Context: an optimization exercise on an open-source flow, tuned for small area. The choices shown serve that exercise and are no tape-out recipe.
In this exercise RTL edits were held to simulation tests only and were not proved equivalent to the original.
Power figures rest on the tool's default switching activity, not on a simulated workload.

$ cat design/flow/config.mk
export PLATFORM = sky130hd
export DESIGN_NAME = fs_frame_decoder
export DESIGN_NICKNAME = fs_frame_decoder
export VERILOG_FILES = /design/flow/design.v
export SDC_FILE = /design/flow/constraint.sdc
export NUM_CORES = 4
export LEC_CHECK = 0
export CAP_MARGIN = 10
export CORE_MARGIN = 2
export CORE_UTILIZATION = 55
export CTS_BUF_LIST = sky130_fd_sc_hd__clkbuf_8
export CTS_CLUSTER_DIAMETER = 60
export CTS_CLUSTER_SIZE = 20
export PLACE_DENSITY = 0.7
export SLEW_MARGIN = 10
export SYNTH_HIERARCHICAL = 1
export SYNTH_MINIMUM_KEEP_SIZE = 0
$ cat design/flow/constraint.sdc
create_clock -name core_clock -period 10.0 [get_ports {clk}]
set_input_delay 2.0000 -clock core_clock [delete_from_list [all_inputs] [get_ports {clk}]]
set_output_delay 2.0000 -clock core_clock [all_outputs]
set_load 0.01 [all_outputs]
$ cat design/flow/design.v
module fs_frame_decoder (
    input  wire       clk,
    input  wire       rst,
    input  wire       in_valid,
    input  wire [7:0] in_data,
    input  wire       in_abort,
    input  wire [3:0] rd_col,
    input  wire [3:0] rd_row,
    output reg        res_valid,
    output reg  [1:0] res_kind,
    output reg  [1:0] res_cause,
    output wire [7:0] mat_cols,
    output wire [7:0] mat_rows,
    output wire [3:0] rd_data
);
    localparam [1:0] K_NEEDMORE = 2'd0;
    localparam [1:0] K_READY    = 2'd1;
    localparam [1:0] K_RESYNC   = 2'd2;
    localparam [1:0] C_HEADER   = 2'd0;
    localparam [1:0] C_DEGEN    = 2'd1;
    localparam [1:0] C_ABORTED  = 2'd2;
    localparam [1:0] C_OVERSIZE = 2'd3;
    localparam [2:0] S_COLS = 3'd4;
    localparam [2:0] S_ROWS = 3'd5;
    localparam [2:0] S_BODY = 3'd6;
    reg [2:0] state;
    reg [4:0] columns;     
    reg [4:0] rows;
    reg [6:0] remain;      
    reg [4:0] mcols;
    reg [4:0] mrows;
    reg [7:0] hdr_byte;
    always @(*) begin
        case (state[1:0])
            2'd0:    hdr_byte = 8'hBA;
            2'd1:    hdr_byte = 8'h5E;
            2'd2:    hdr_byte = 8'hBA;
            default: hdr_byte = 8'h11;
        endcase
    end
    wire byte_ev = in_valid && !in_abort && !rst;
    wire       d_zero   = (in_data == 8'd0);
    wire       d_big    = (in_data > 8'd16);
    wire       c_zero   = (columns == 5'd0);
    wire       c_big    = columns[4] && (columns[3:0] != 4'd0);
    wire       dim_degen    = c_zero || d_zero;
    wire       dim_oversize = c_big || d_big;
    wire       dim_single   = (columns == 5'd1) && (in_data == 8'd1);
    wire [9:0] cells        = columns * in_data[4:0];
    wire body_last = byte_ev && (state == S_BODY) && (remain == 7'd0);
    reg [127*8-1:0] work_buf;
    reg [128*8-1:0] out_buf;
    always @(posedge clk) begin
        if (in_valid)
            work_buf <= {work_buf[126*8-1:0], in_data};
        if (body_last)
            out_buf <= {work_buf, in_data};
    end
    wire [4:0] xc     = mcols - 5'd1 - {1'b0, rd_col};
    wire [4:0] yr     = mrows - 5'd1 - {1'b0, rd_row};
    wire [3:0] x      = xc[3:0];
    wire [8:0] s      = x * mrows + rd_row;
    wire       odd    = mcols[0] & mrows[0];
    wire [7:0] p      = s[7:0] - {7'd0, odd};
    wire       in_mat = !xc[4] && !yr[4]
                        && !(odd && x == 4'd0 && rd_row == 4'd0);
    wire [7:0]   rd_lo;
    wire [31:0]  rd_hi;
    wire [127:0] rd_grp;
    fs_rd_pre u_pre (.en(in_mat), .addr(p), .lo(rd_lo), .hi(rd_hi));
    genvar gi, gb;
    generate
        for (gi = 0; gi < 32; gi = gi + 1) begin : g_grp
            for (gb = 0; gb < 4; gb = gb + 1) begin : g_bit
                wire [7:0] d;
                wire [3:0] t;
                genvar gj;
                for (gj = 0; gj < 8; gj = gj + 1) begin : g_n
                    assign d[gj] = out_buf[(gi*8+gj)*4+gb];
                end
                fs_aoi222 u_t0 (.a0(rd_lo[0]), .b0(d[0]), .a1(rd_lo[1]), .b1(d[1]), .a2(rd_lo[2]), .b2(d[2]), .y(t[0]));
                fs_aoi222 u_t1 (.a0(rd_lo[3]), .b0(d[3]), .a1(rd_lo[4]), .b1(d[4]), .a2(rd_lo[5]), .b2(d[5]), .y(t[1]));
                fs_nand2  u_t2 (.a(rd_lo[6]), .b(d[6]), .y(t[2]));
                fs_nand2  u_t3 (.a(rd_lo[7]), .b(d[7]), .y(t[3]));
                fs_nand4  u_g  (.a(t[0]), .b(t[1]), .c(t[2]), .d(t[3]), .y(rd_grp[gi*4+gb]));
            end
        end
    endgenerate
    fs_rd_top u_top (.hi(rd_hi), .grp(rd_grp), .q(rd_data));
    assign mat_cols = {3'd0, mcols};
    assign mat_rows = {3'd0, mrows};
    always @(posedge clk) begin
        if (rst) begin
            state     <= 3'd0;
            res_valid <= 1'b0;
            res_kind  <= K_NEEDMORE;
            res_cause <= C_HEADER;
        end else begin
            res_valid <= in_valid || in_abort;
            res_kind  <= K_NEEDMORE;
            res_cause <= C_HEADER;
            if (in_abort) begin
                state     <= 3'd0;
                res_kind  <= K_RESYNC;
                res_cause <= C_ABORTED;
            end else if (in_valid) begin
                case (state)
                    S_COLS: begin
                        columns <= d_zero ? 5'd0 : d_big ? 5'd31 : in_data[4:0];
                        state   <= S_ROWS;
                    end
                    S_ROWS: begin
                        rows   <= in_data[4:0];
                        remain <= cells[7:1] - 7'd1;
                        state  <= S_BODY;
                        if (dim_degen) begin
                            state     <= 3'd0;
                            res_kind  <= K_RESYNC;
                            res_cause <= C_DEGEN;
                        end else if (dim_oversize) begin
                            state     <= 3'd0;
                            res_kind  <= K_RESYNC;
                            res_cause <= C_OVERSIZE;
                        end else if (dim_single) begin
                            state    <= 3'd0;
                            res_kind <= K_READY;
                            mcols    <= 5'd1;
                            mrows    <= 5'd1;
                        end
                    end
                    S_BODY: begin
                        remain <= remain - 7'd1;
                        if (remain == 7'd0) begin
                            state    <= 3'd0;
                            res_kind <= K_READY;
                            mcols    <= columns;
                            mrows    <= rows;
                        end
                    end
                    default: begin
                        if (in_data == hdr_byte) begin
                            state <= state + 3'd1;
                        end else begin
                            state     <= 3'd0;
                            res_kind  <= K_RESYNC;
                            res_cause <= C_HEADER;
                        end
                    end
                endcase
            end
        end
    end
endmodule
module fs_rd_pre (
    input  wire        en,
    input  wire [7:0]  addr,
    output wire [7:0]  lo,
    output wire [31:0] hi
);
    assign lo = 8'd1 << addr[2:0];
    assign hi = en ? (32'd1 << addr[7:3]) : 32'd0;
endmodule
module fs_rd_top (
    input  wire [31:0]  hi,
    input  wire [127:0] grp,
    output wire [3:0]   q
);
    genvar gb, gi;
    generate
        for (gb = 0; gb < 4; gb = gb + 1) begin : g_bit
            wire [31:0] t;
            for (gi = 0; gi < 32; gi = gi + 1) begin : g_i
                assign t[gi] = hi[gi] & grp[gi*4+gb];
            end
            assign q[gb] = |t;
        end
    endgenerate
endmodule
module fs_aoi222 (
    input  wire a0, b0, a1, b1, a2, b2,
    output wire y
);
    assign y = ~((a0 & b0) | (a1 & b1) | (a2 & b2));
endmodule
module fs_nand2 (
    input  wire a, b,
    output wire y
);
    assign y = ~(a & b);
endmodule
module fs_nand4 (
    input  wire a, b, c, d,
    output wire y
);
    assign y = ~(a & b & c & d);
endmodule
$ cat design/flow/flow/run.sh
#!/bin/bash
# Standard layout, with CTS run without dummy loads and the port buffers
# made of the smallest buffer cell.
set -e
export CTS_ARGS="-sink_clustering_enable -repair_clock_nets -sink_clustering_size 20 -sink_clustering_max_diameter 60 -buf_list sky130_fd_sc_hd__clkbuf_8 -dont_use_dummy_load"
export BUFFER_PORTS_ARGS="-buffer_cell sky130_fd_sc_hd__buf_1"
bash standard.sh > standard.log 2>&1
$ cat design/flow/standard.sh
#!/bin/bash
# synth_recipe.tcl (not shown) runs the flow's synth.tcl, then flattens the netlist and writes it again
# the make line also repeats each setting of config.mk as NAME=value (left out here)
make -C /OpenROAD-flow-scripts/flow DESIGN_CONFIG=/design/flow/config.mk WORK_HOME=/design/flow/orfs CLKGATE_MAP_FILE= SYNTH_SCRIPT=/design/flow/synth_recipe.tcl "${@:-finish}"
==> flow_metrics.py, run 1 <==
metrics = {
    "final_layout": {
        "layout-drive-gt1-share_pct": 7.93,
        "nNetsFinal": 3541,
        "area_growth_pct": 7.55,
        "design_area_sq_um": 75200,
        "nFillCells": 8791,
    },
    "clocking": {
        "cts_tree": "done",
        "cts_sinks": 2075,
        "cts_root_buf": "clkbuf_8",
        "cts_max_level": 4,
        "cts.path.max_buffers": 3,
        "cts_buffers": 132,
        "ctsHoldBuffers": 0,
        "path_clk_slew_ns": 0.09,
        "clock_latency_ns": 0.90,
    },
    "placement": {
        "portBuffers": 38,
        "hpwl_microns": 76900,
        "place_area_sq_um": 73300,
        "pre_cts_slack_ns": 0.171,
        "gp_congestion": 0.826,
    },
    "grt": {
        "grt_pass1_wl_microns": 195000,
        "antenna_found_initial": 5,
        "grt_pass1_vias": 30900,
        "grt_usage_pct": 20.2,
        "grt_max_degree": 178,
        "grt-ovfl-total": 0,
    },
    "critical_path": {
        "critPathArrivalTime_ns": 7.66,
        "worstPathMaxFanout": 8,
        "end_kind": "output pin",
        "path_class": "input port to output pin",
        "worstSetupStartpointType": "input port",
        "critPathRequiredTime_ns": 8.00,
    },
    "floorplan": {
        "top_level_ports": 45,
        "start_util_pct": 55.5,
        "die_y_microns": 361,
        "die-area_sq_um": 130000,
        "core.rowCount": 130,
        "core_area_sq_um": 126000,
        "die_w_microns": 361,
    },
    "timing": {
        "finClkSkew_ns": 0.102,
        "timing.hold.ws_ns": 0.379,
        "slew_headroom_pct": 25.7,
        "rsz0062_at_grt": "no",
        "finalCritPeriodShare_pct": 96.6,
        "setup_viol": 0,
        "setup_ws_ns": 0.345,
        "tightest_slew_ns": 1.11,
        "drv_slew": 0,
        "final.setup.tns_ns": 0,
        "period_minus_slack_ns": 9.66,
        "fmax_ghz": 0.104,
        "hold_violations": 0,
    },
    "pwr": {
        "power.leakage_uw": 0.0237,
        "vdd_drop_max_v": 0.000129,
        "total_power_uw": 15600,
        "powerDensity_nw_per_um2": 208,
    },
    "yosys": {
        "synth.largest_area_cell": "edfxtp_1",
        "yosysWarnings": 7,
        "yosysTopAreaCellShare_pct": 88.8,
        "ys_seq_area_share_pct": 89.0,
        "synth_area_sq_um": 69900,
        "synth_cells": 3185,
        "ys_ff_latch": 2075,
        "avgSynthCellArea_sq_um": 21.9,
        "synth_area_leaders": "edfxtp_1 (89%), a222oi_1 (3.7%), nand2_1 (1.6%), nand4_1 (1.3%), ha_1 (0.75%)",
        "synthDistinctLibCells": 50,
    },
    "job": {
        "max_cap_viol_count": 0,
    },
    "worst_hold_path": {
        "min_path_type": "flop to flop",
    },
    "routing": {
        "antenna_left": 0,
        "vias_per_cell": 6.23,
        "first_pass_iters": 9,
        "drt_iter0_markers": 5141,
        "drc": 0,
        "wl_microns": 133000,
        "vias": 31800,
        "wl_per_cell_microns": 26.1,
    },
    "outcome": {
        "status": "complete, no violations",
    },
}
-- timing repair --
action,4_1_cts,5_1_grt
resized for setup,0,6
setup endpoints to repair,0,4
buffers inserted,0,0
hold endpoints to repair,0,0
-- worst paths after layout --
| check | startpoint | to | slack [ns] | cells past startpoint |
|---|---|---|---|---|
| setup / recovery | rd_col[1] | rd_data[2] | 0.34 | 24 |
| hold / removal | work_buf[292]$_DFFE_PP_ | out_buf[300]$_DFFE_PP_ | 0.38 | 0 |
| setup reg to reg | state[0]$_SDFFE_PN0P_ | out_buf[428]$_DFFE_PP_ | 5.38 | 8 |
| hold reg to reg | work_buf[292]$_DFFE_PP_ | out_buf[300]$_DFFE_PP_ | 0.38 | 0 |
-- cell usage in the layout, fill, tap and decap left out, types with 39 or more instances in the layout --
| master | instances |
|---|---|
| nand4_1 | 146 |
| ha_1 | 42 |
| nor2_1 | 39 |
| inv_1 | 58 |
| edfxtp_1 | 2067 |
| a22oi_1 | 63 |
| buf_4 | 84 |
| clkbuf_8 | 132 |
| nand2_1 | 296 |
| a222oi_1 | 256 |
-- cell usage after synthesis, drive strengths merged --
master / instances
a211oi: 3
a21o: 5
a21oi: 13
a222oi: 256
a22oi: 65
a31oi: 3
and2: 19
and3: 10
and3b: 3
buf: 10
clkbuf: 7
conb: 1
dfxtp: 8
edfxtp: 2067
fa: 21
ha: 42
inv: 58
maj3: 1
mux2i: 2
nand2: 297
nand2b: 5
nand3: 3
nand3b: 2
nand4: 146
nand4b: 3
nand4bb: 3
nor2: 42
nor2b: 9
nor3: 10
nor3b: 7
nor4: 3
o2111a: 1
o21a: 2
o21ai: 13
o21bai: 3
o31ai: 2
or2: 5
or3: 1
or3b: 1
or4: 7
or4b: 1
xnor2: 14
xor2: 11
-- Yosys stat by module, one instance, submodules excluded --
module / times used / cells / flops+latches
fs_frame_decoder: 1 / 2405 / 2075
fs_rd_top: 1 / 84 / 0
fs_rd_pre: 1 / 56 / 0
fs_aoi222: 256 / 1 / 0
fs_nand4: 128 / 1 / 0
fs_nand2: 256 / 1 / 0
-- routing by layer --
metal,share of wire [%],GRT usage (%),wire [microns],vias to the layer above
met3,8.9,3.26,11900,172
met5,0.0098,0,13,-
li1,-,-,-,13800
met1,42,30.4,55700,16500
met4,2.2,5.68,2990,2
met2,47,31.2,62700,1431
-- final cells by class --
class / count / area [sq um] / share of cell area (%)
well taps: 1650 / 2060 / 2.75
repair buffers: 151 / 1360 / 1.81
inverters: 58 / 218 / 0.290
clock buffers: 132 / 1820 / 2.42
multi-input cells: 1040 / 7490 / 9.96
flip-flops and latches: 2075 / 62200 / 82.8
diodes: 2 / 5.00 / 0.00666
-- where the power goes --
| part | switching [uW] | leakage, uW | internal (uW) |
|---|---|---|---|
| clock | 2330 | 0.000949 | 1190 |
| combinational | 1500 | 0.00332 | 632 |
| sequential | 122 | 0.0195 | 9830 |
-- flip-flops by register name, indices dropped and copies added (netlist names) --
signal	flops
columns	5
mcols	5
mrows	5
out_buf	1024
remain	7
res_cause	2
res_kind	2
res_valid	1
rows	5
state	3
work_buf	1016
-- stage by stage --
stage / util (%) / instances
after global placement: 58.2 / 4974
after detailed placement: 58.2 / 4974
after CTS: 59.7 / 5106
after floorplan: - / 3190
final: 59.7 / 5108
after global routing: 59.7 / 5108
-- worst max-delay path, stage by stage --
cell	delay, ns
buf_1	0.14
inv_1	0.06
ha_1	0.28
a21o_1	0.16
a21oi_1	0.16
xnor2_1	0.27
nand2_1	0.12
ha_1	0.35
fa_1	0.52
fa_1	0.60
inv_1	0.06
ha_1	0.28
a21o_1	0.17
a21oi_1	0.23
o21bai_1	0.10
a21oi_1	0.24
xnor2_2	0.18
nand2_1	0.31
nor2_1	0.19
a22oi_1	0.21
nand4_1	0.13
or4_1	0.59
buf_4	0.19
buf_1	0.12
-- kinds of logic (layout without fill, tap and decap cells) --
group,after synthesis,in the layout,share of synthesized area [%]
and+or+nand+nor,577,577,4.03
DFF,2075,2075,89.0
muxes,2,2,0.0286
xor gates and xnor gates,25,25,0.313
buffers and inverters,75,341,0.451
other,1,8,0.00536
AOI/OAI and AO/OA,366,366,4.78
adders and majority gates,64,64,1.37
==> run 2, diff against run 1 <==
--- a/design/flow/config.mk
+++ b/design/flow/config.mk
@@ -9,3 +9,3 @@
 export CORE_MARGIN = 2
-export CORE_UTILIZATION = 55
+export CORE_UTILIZATION = 45
 export CTS_BUF_LIST = sky130_fd_sc_hd__clkbuf_8
@@ -13,3 +13,3 @@
 export CTS_CLUSTER_SIZE = 20
-export PLACE_DENSITY = 0.7
+export PLACE_DENSITY = 0.62
 export SLEW_MARGIN = 10
==> run 2 against run 1 <==
Effect of this change:
- synthesized area did not move
- utilization fell by 11 points
- global-route usage fell by 3.3 points
- die area is 22% higher
- register-to-register slack improved by 0.43 ns
- largest power group unchanged
- still clean on timing, DRC and antenna
- combinational power is 6% higher
- critical endpoint is now rd_data[1]
- design area up 0.61%
- non-clock buffer count is 16 higher
==> flow_metrics.py, run 2 <==
metrics = {
    "placement": {
        "gp_congestion": 0.860,
        "hpwl_microns": 76400,
        "portBuffers": 38,
        "dpl.cell_count": 5384,
    },
    "routing": {
        "first_pass_iters": 9,
        "wl_per_cell_microns": 24.7,
        "wl_microns": 136000,
        "antenna_left": 0,
        "wl_met3_microns": 10600,
        "wl_met1_microns": 59600,
        "drt_iter0_markers": 5009,
        "met2_length_microns": 62600,
        "highest_layer": "met4",
        "vias": 31600,
        "drc": 0,
        "vias_per_cell": 5.73,
    },
    "yosys": {
        "yosysTopAreaCellShare_pct": 88.8,
        "ys_async_sr_fraction_pct": 0,
        "synth_most_common_cell": "edfxtp_1",
        "synth_cells": 3185,
        "synth.largest_area_cell": "edfxtp_1",
        "avgSynthCellArea_sq_um": 21.9,
        "ys_seq_area_share_pct": 89.0,
        "synthDistinctLibCells": 50,
        "ys_ff_latch": 2075,
        "yosysWarnings": 7,
        "synth_commonest_cells": "edfxtp_1 (2067), nand2_1 (297), a222oi_1 (256), nand4_1 (146), a22oi_1 (63)",
        "synth_edf_count": 2067,
        "synth_top_flop_cell": "edfxtp_1",
        "synth_area_sq_um": 69900,
        "synth_area_leaders": "edfxtp_1 (89%), a222oi_1 (3.7%), nand2_1 (1.6%), nand4_1 (1.3%), ha_1 (0.75%)",
    },
    "final_layout": {
        "nFillCells": 12400,
        "final_cell_count_no_fill": 5506,
        "top_register": "out_buf",
        "nNetsFinal": 3546,
        "layout-drive-gt1-share_pct": 8.09,
        "fin_util_pct": 49.0,
        "final_common_cell": "edfxtp_1",
        "layout_common_cells": "edfxtp_1 (2067), nand2_1 (295), a222oi_1 (256)",
        "reg_top3": "out_buf (1024), work_buf (1016), remain (7)",
        "area_growth_pct": 8.21,
        "largest_register_ffs": 1024,
    },
    "critical_path": {
        "path_class": "input port to output pin",
        "critPathTopFamily": "adder cells",
        "path_cells": "buf_1 -> inv_1 -> ha_1 -> a21o_1 -> a21oi_1 -> xnor2_1 -> nand2_1 -> ha_1 -> fa_1 -> fa_1 -> inv_1 -> ha_1 -> a21o_1 -> a21oi_1 -> o21bai_1 -> a21oi_1 -> xnor2_2 -> or2_2 -> nor2_1 -> a22oi_1 -> nand4_1 -> or4_1 -> buf_4 -> buf_1",
        "crit_path_start": "rd_col[1]",
        "worstSetupStartpointType": "input port",
        "end_kind": "output pin",
        "reg2reg_from": "state[0]$_SDFFE_PN0P_",
        "critPathArrivalTime_ns": 7.72,
        "critPathRequiredTime_ns": 8.00,
        "cp_slowest_stage_delay_ns": 0.61,
        "cpMaxStageDelayCell": "or4_1",
        "worstPathMaxFanout": 8,
        "cp_num_buf_inv": 5,
    },
    "timing": {
        "fmax_ghz": 0.103,
        "timing.hold.ws_ns": 0.366,
        "drv_slew": 0,
        "finalCritPeriodShare_pct": 97.2,
        "slew_headroom_pct": 29.6,
        "setup_viol": 0,
        "finClkSkew_ns": 0.0954,
        "hold_violations": 0,
        "rsz0062_at_grt": "no",
        "period_minus_slack_ns": 9.72,
        "tightest_slew_ns": 1.06,
    },
    "pwr": {
        "power.leakage_uw": 0.0237,
        "powerDensity_nw_per_um2": 207,
        "vdd_drop_max_v": 0.000108,
    },
    "floorplan": {
        "top_level_ports": 45,
        "die_y_microns": 398,
        "start_util_pct": 45.3,
        "die-area_sq_um": 159000,
        "core.rowCount": 144,
        "die_w_microns": 398,
        "core_area_sq_um": 154000,
    },
    "grt": {
        "grt_max_degree": 171,
        "grt_pass1_wl_microns": 201000,
        "grt_usage_pct": 16.9,
        "antenna_found_initial": 6,
        "grt-ovfl-total": 0,
        "grt_pass1_vias": 31300,
    },
    "clocking": {
        "post_cts_buffers": 0,
        "cts_buffers": 121,
        "cts_tree": "done",
        "cts_sinks": 2075,
        "path_clk_slew_ns": 0.11,
        "ctsHoldBuffers": 0,
        "clock_latency_ns": 0.86,
        "cts_root_buf": "clkbuf_8",
        "cts_max_level": 3,
        "cts.path.max_buffers": 3,
        "postCtsResizedCells": 0,
    },
    "worst_hold_path": {
        "hold_path_startpoint": "work_buf[1004]$_DFFE_PP_",
        "min_path_type": "flop to flop",
    },
    "outcome": {
        "status": "complete, no violations",
    },
    "job": {
        "max_cap_viol_count": 0,
    },
}
==> run 2: cell counts after synthesis <==
Identical to the previous run, type by type.
==> run 2: worst register-to-register path: cells and delay by family, from the launching register on <==
family | cells | cell delay (ns)
AND/OR/NAND/NOR | 4 | 1.57
adder cells (fa/ha/maj) | 1 | 0.44
buffers and inverters | 3 | 1.34
flip-flops | 1 | 0.37
==> run 2: routing by layer <==
metal,vias to the layer above,GRT usage [%]
met5,-,0
met2,1190,26.1
met3,179,2.46
met1,16400,25.3
met4,0,4.72
li1,13800,-
==> run 2: Yosys stat by module, one instance, submodules excluded <==
module | times used | cells
fs_nand2 | 256 | 1
fs_aoi222 | 256 | 1
fs_frame_decoder | 1 | 2405
fs_nand4 | 128 | 1
fs_rd_top | 1 | 84
fs_rd_pre | 1 | 56
==> run 2: area by class of cell <==
class / instances / area (sq um) / share of cell area, %
antenna: 1 / 2.50 / 0.00331
clock buffer: 121 / 1670 / 2.20
inverter: 58 / 218 / 0.288
multi-input combinational: 1040 / 7490 / 9.90
sequential: 2075 / 62200 / 82.3
tap: 2044 / 2560 / 3.38
timing repair buffer: 167 / 1480 / 1.95
==> run 2: through the flow <==
stage	power, uW	TNS [ns]	cell area, sq um	setup slack, ns
detailed placement	12400	0	73900	0.203
CTS	15800	0	75600	0.204
finish	15600	0	75600	0.279
global route	16200	0	75600	0.00555
floorplan	10900	-7954.63	70000	-7.77
global placement	12400	0	73900	0.236
==> run 2: final timing paths <==
path | cells past startpoint | endpoint | slack [ns]
setup / recovery | 24 | rd_data[1] | 0.28
hold / removal | 0 | work_buf[1012]$_DFFE_PP_ | 0.37
setup reg to reg | 8 | out_buf[1002]$_DFFE_PP_ | 5.81
hold reg to reg | 0 | work_buf[1012]$_DFFE_PP_ | 0.37
==> run 2: power by group <==
group          internal (uW)  leakage [uW]  switching, uW
Combinational            697       0.00339           1550
Sequential              9830        0.0195            120
Clock                   1080      0.000870           2350
Total                  11600        0.0237           4020
==> run 2: cell families after synthesis <==
| kind of cell | share of synthesized area (%) |
|---|---|
| flops | 89.0 |
| simple gates | 4.03 |
| compound gates | 4.78 |
| buf+inv | 0.451 |
| fa+ha+maj | 1.37 |
| xor+xnor | 0.313 |
| mux | 0.0286 |
| other cells | 0.00536 |
==> run 3, diff against run 2 <==
==> design/flow/flow/run.sh (replaced) <==
#!/bin/bash
# Standard layout, with CTS run without dummy loads and the port buffers
# made of the smallest buffer cell.
set -e
export CTS_ARGS="-sink_clustering_enable -repair_clock_nets -sink_clustering_size 18 -sink_clustering_max_diameter 60 -buf_list sky130_fd_sc_hd__clkbuf_8 -dont_use_dummy_load"
export BUFFER_PORTS_ARGS="-buffer_cell sky130_fd_sc_hd__buf_1"
bash standard.sh > standard.log 2>&1
--- a/design/flow/config.mk
+++ b/design/flow/config.mk
@@ -9,7 +9,7 @@
 export CORE_MARGIN = 2
-export CORE_UTILIZATION = 45
+export CORE_UTILIZATION = 50
 export CTS_BUF_LIST = sky130_fd_sc_hd__clkbuf_8
 export CTS_CLUSTER_DIAMETER = 60
-export CTS_CLUSTER_SIZE = 20
-export PLACE_DENSITY = 0.62
+export CTS_CLUSTER_SIZE = 18
+export PLACE_DENSITY = 0.65
 export SLEW_MARGIN = 10
==> run 3 against run 2 <==
Effect of this change:
- via count up 0.41%
- sequential cell count unchanged
- worst hold slack better by 0.031 ns
- maximum frequency up 0.11%
- design area up 0.45%
- synthesized area unchanged
- critical path type unchanged
==> flow_metrics.py, run 3 <==
metrics = {
    "outcome": {
        "status": "complete, no violations",
    },
    "yosys": {
        "yosysTopAreaCellShare_pct": 88.8,
        "synth_area_sq_um": 69900,
        "synth.largest_area_cell": "edfxtp_1",
        "synth.area.mux_share_pct": 0.0286,
        "avgSynthCellArea_sq_um": 21.9,
        "synthSimpleGateAreaFrac_pct": 4.03,
        "synth_area_leaders": "edfxtp_1 (89%), a222oi_1 (3.7%), nand2_1 (1.6%), nand4_1 (1.3%), ha_1 (0.75%)",
        "synthAdderAreaFrac_pct": 1.37,
        "ys_ff_latch": 2075,
        "synth_cells": 3185,
        "synth_most_common_cell": "edfxtp_1",
        "synth-xor-area-share_pct": 0.313,
        "synthDistinctLibCells": 50,
        "synth_edf_count": 2067,
        "synth_top_flop_cell": "edfxtp_1",
        "synth_compound_area_share_pct": 4.78,
        "ys_async_sr_fraction_pct": 0,
        "ys_seq_area_share_pct": 89.0,
        "synth_commonest_cells": "edfxtp_1 (2067), nand2_1 (297), a222oi_1 (256), nand4_1 (146), a22oi_1 (63)",
        "synth_top_family_by_area": "compound AO/OA/AOI/OAI gates",
        "yosysWarnings": 7,
    },
    "clocking": {
        "cts_buffers": 139,
        "post_cts_buffers": 0,
        "cts_root_buf": "clkbuf_8",
        "cts_sinks": 2075,
        "cts.path.max_buffers": 3,
        "cts_max_level": 4,
        "clock_latency_ns": 0.90,
        "path_clk_slew_ns": 0.10,
        "cts_tree": "done",
    },
    "timing": {
        "timing.hold.ws_ns": 0.397,
        "period_minus_slack_ns": 9.71,
        "fmax_ghz": 0.103,
        "rsz0062_at_grt": "no",
        "drv_slew": 0,
        "finClkSkew_ns": 0.0754,
        "tightest_slew_ns": 1.17,
        "slew_headroom_pct": 21.8,
        "setup_viol": 0,
        "hold_violations": 0,
        "finalCritPeriodShare_pct": 97.1,
        "final.setup.tns_ns": 0,
        "setup_ws_ns": 0.290,
    },
    "placement": {
        "pre_cts_slack_ns": 0.178,
        "place_area_sq_um": 74000,
        "gp_congestion": 0.885,
        "portBuffers": 38,
        "hpwl_microns": 77900,
    },
    "routing": {
        "first_pass_iters": 10,
        "drt_iter0_markers": 4719,
        "antenna_left": 0,
        "vias": 31700,
        "vias_per_cell": 5.92,
        "wl_microns": 135000,
        "drc": 0,
        "wl_per_cell_microns": 25.2,
    },
    "worst_hold_path": {
        "min_path_type": "flop to flop",
    },
    "final_layout": {
        "nFillCells": 10400,
        "design_area_sq_um": 76000,
        "largest_register_ffs": 1024,
        "layout_common_cells": "edfxtp_1 (2067), nand2_1 (296), a222oi_1 (256)",
        "final_common_cell": "edfxtp_1",
        "top_register": "out_buf",
        "nNetsFinal": 3559,
        "reg_top3": "out_buf (1024), work_buf (1016), remain (7)",
        "layout-drive-gt1-share_pct": 8.41,
        "area_growth_pct": 8.69,
    },
    "grt": {
        "grt_max_degree": 162,
        "grt_pass1_vias": 31200,
        "grt-ovfl-total": 0,
        "grt_usage_pct": 18.8,
        "grt_pass1_wl_microns": 198000,
        "antenna_found_initial": 2,
    },
    "job": {
        "max_cap_viol_count": 0,
    },
    "critical_path": {
        "cp_slowest_stage_delay_ns": 0.60,
        "critPathRequiredTime_ns": 8.00,
        "end_kind": "output pin",
        "worstPathMaxFanout": 8,
        "path_cells": "buf_1 -> inv_1 -> ha_1 -> a21o_1 -> a21oi_1 -> xnor2_1 -> nand2_1 -> ha_1 -> fa_1 -> fa_1 -> inv_1 -> ha_1 -> a21o_1 -> a21oi_1 -> o21bai_1 -> a21oi_1 -> xnor2_2 -> or2_2 -> nor2_1 -> a22oi_1 -> nand4_1 -> or4_1 -> buf_12 -> buf_1",
        "worstSetupStartpointType": "input port",
        "critPathArrivalTime_ns": 7.71,
        "cpMaxStageDelayCell": "fa_1",
        "path_class": "input port to output pin",
    },
    "pwr": {
        "powerDensity_nw_per_um2": 209,
        "total_power_uw": 15900,
        "power.leakage_uw": 0.0239,
        "vdd_drop_max_v": 0.000155,
    },
    "floorplan": {
        "die_y_microns": 378,
        "core.rowCount": 137,
        "die-area_sq_um": 143000,
        "top_level_ports": 45,
        "start_util_pct": 50.2,
        "core_area_sq_um": 139000,
        "die_w_microns": 378,
    },
}
-- run 3: layout make-up --
cell class                 count  area (sq um)  area share, %
sequential                  2075         62200           81.9
multi-input combinational   1040          7490           9.85
clock buffer                 139          1910           2.52
timing repair buffer         162          1780           2.34
tap                         1876          2350           3.09
antenna                        2          5.00        0.00659
inverter                      58           218          0.287
-- run 3: routing by layer --
| metal | track usage, % | vias to the layer above | share of wire [%] |
|---|---|---|---|
| li1 | - | 13800 | - |
| met1 | 27.1 | 16400 | 43 |
| met2 | 29.2 | 1235 | 47 |
| met3 | 3.81 | 222 | 7.6 |
| met4 | 5.97 | 0 | 2.9 |
| met5 | 0 | - | 0 |
-- run 3: Yosys stat by module (local to each module, per instance) --
module | flops+latches | cells | area [sq um] | times used
fs_frame_decoder | 2075 | 2405 | 64700 | 1
fs_rd_top | 0 | 84 | 621 | 1
fs_rd_pre | 0 | 56 | 293 | 1
fs_aoi222 | 0 | 1 | 10.0 | 256
fs_nand4 | 0 | 1 | 6.26 | 128
fs_nand2 | 0 | 1 | 3.75 | 256
-- run 3: power by group --
part	switching (uW)	internal [uW]	leakage, uW
clock network	2360	1250	0.000999
logic	1530	760	0.00348
registers	121	9830	0.0195
total	4020	11800	0.0239
-- run 3: through the flow --
step	utilization (%)	std cells
2_1_floorplan	-	3190
3_3_place_gp	53.2	5211
3_5_place_dp	53.2	5211
4_1_cts	54.6	5350
5_1_grt	54.6	5352
6_report	54.6	5352
-- run 3: timing repair --
action / 4_1_cts / 5_1_grt
setup endpoints to repair: 0 / 4
hold buffers: 0 / 0
gates resized for setup: 0 / 4
-- run 3: worst max-delay path: cells and delay by family --
kind,cells,cell delay (ns)
adders and majority gates,5,2.02
buffers and inverters,5,0.57
xor gates and xnor gates,2,0.52
and+or+nand+nor,5,1.25
AOI/OAI and AO/OA,7,1.33
-- run 3: cell families after synthesis --
logic type / after synthesis
flops: 2075
compound gates: 366
xor+xnor: 25
simple gates: 577
other cells: 1
buf+inv: 75
fa+ha+maj: 64
mux: 2
-- run 3: final timing paths --
kind                                              start                 endpoint  slack, ns  cells past startpoint
worst max-delay path                          rd_col[1]               rd_data[1]       0.29                     24
worst min-delay path            work_buf[460]$_DFFE_PP_   out_buf[468]$_DFFE_PP_       0.40                      0
worst max register to register    state[0]$_SDFFE_PN0P_  out_buf[1016]$_DFFE_PP_       5.92                      8
worst min register to register  work_buf[460]$_DFFE_PP_   out_buf[468]$_DFFE_PP_       0.40                      0

==> what the ideal ports hide <==
The results above use ideal ports. As a check the final layouts listed here were re-extracted and re-timed, cells and wires unchanged. Step 1, drivers: a clkbuf_16 drives clk and a buf_2 each remaining input, both assumed. Step 2 moves the port delays by t, midway between the first and last clock arrival at a register: inputs arrive t later, outputs are due t later. That takes back most of the time a late clock gives input paths. Slacks: ideal ports / drivers / drivers and shift; pairs: ideal ports / drivers.
run	t (ns)	setup WS [ns]	worst setup path after step 2	clock arrival spread, ns	worst register clock-pin slew, ns
run 1	0.911	0.345 / 0.312 / 0.312	input to output	0.124 / 0.124	0.12 / 0.12
run 2	0.892	0.279 / 0.256 / 0.256	input to output	0.111 / 0.111	0.12 / 0.12
run 3	0.925	0.290 / 0.269 / 0.269	input to output	0.101 / 0.101	0.11 / 0.11
After both steps every run listed still meets setup and hold. The setup slack of run 1, which loses most, moves by -0.033 ns with the drivers and by -0.033 ns with both steps.
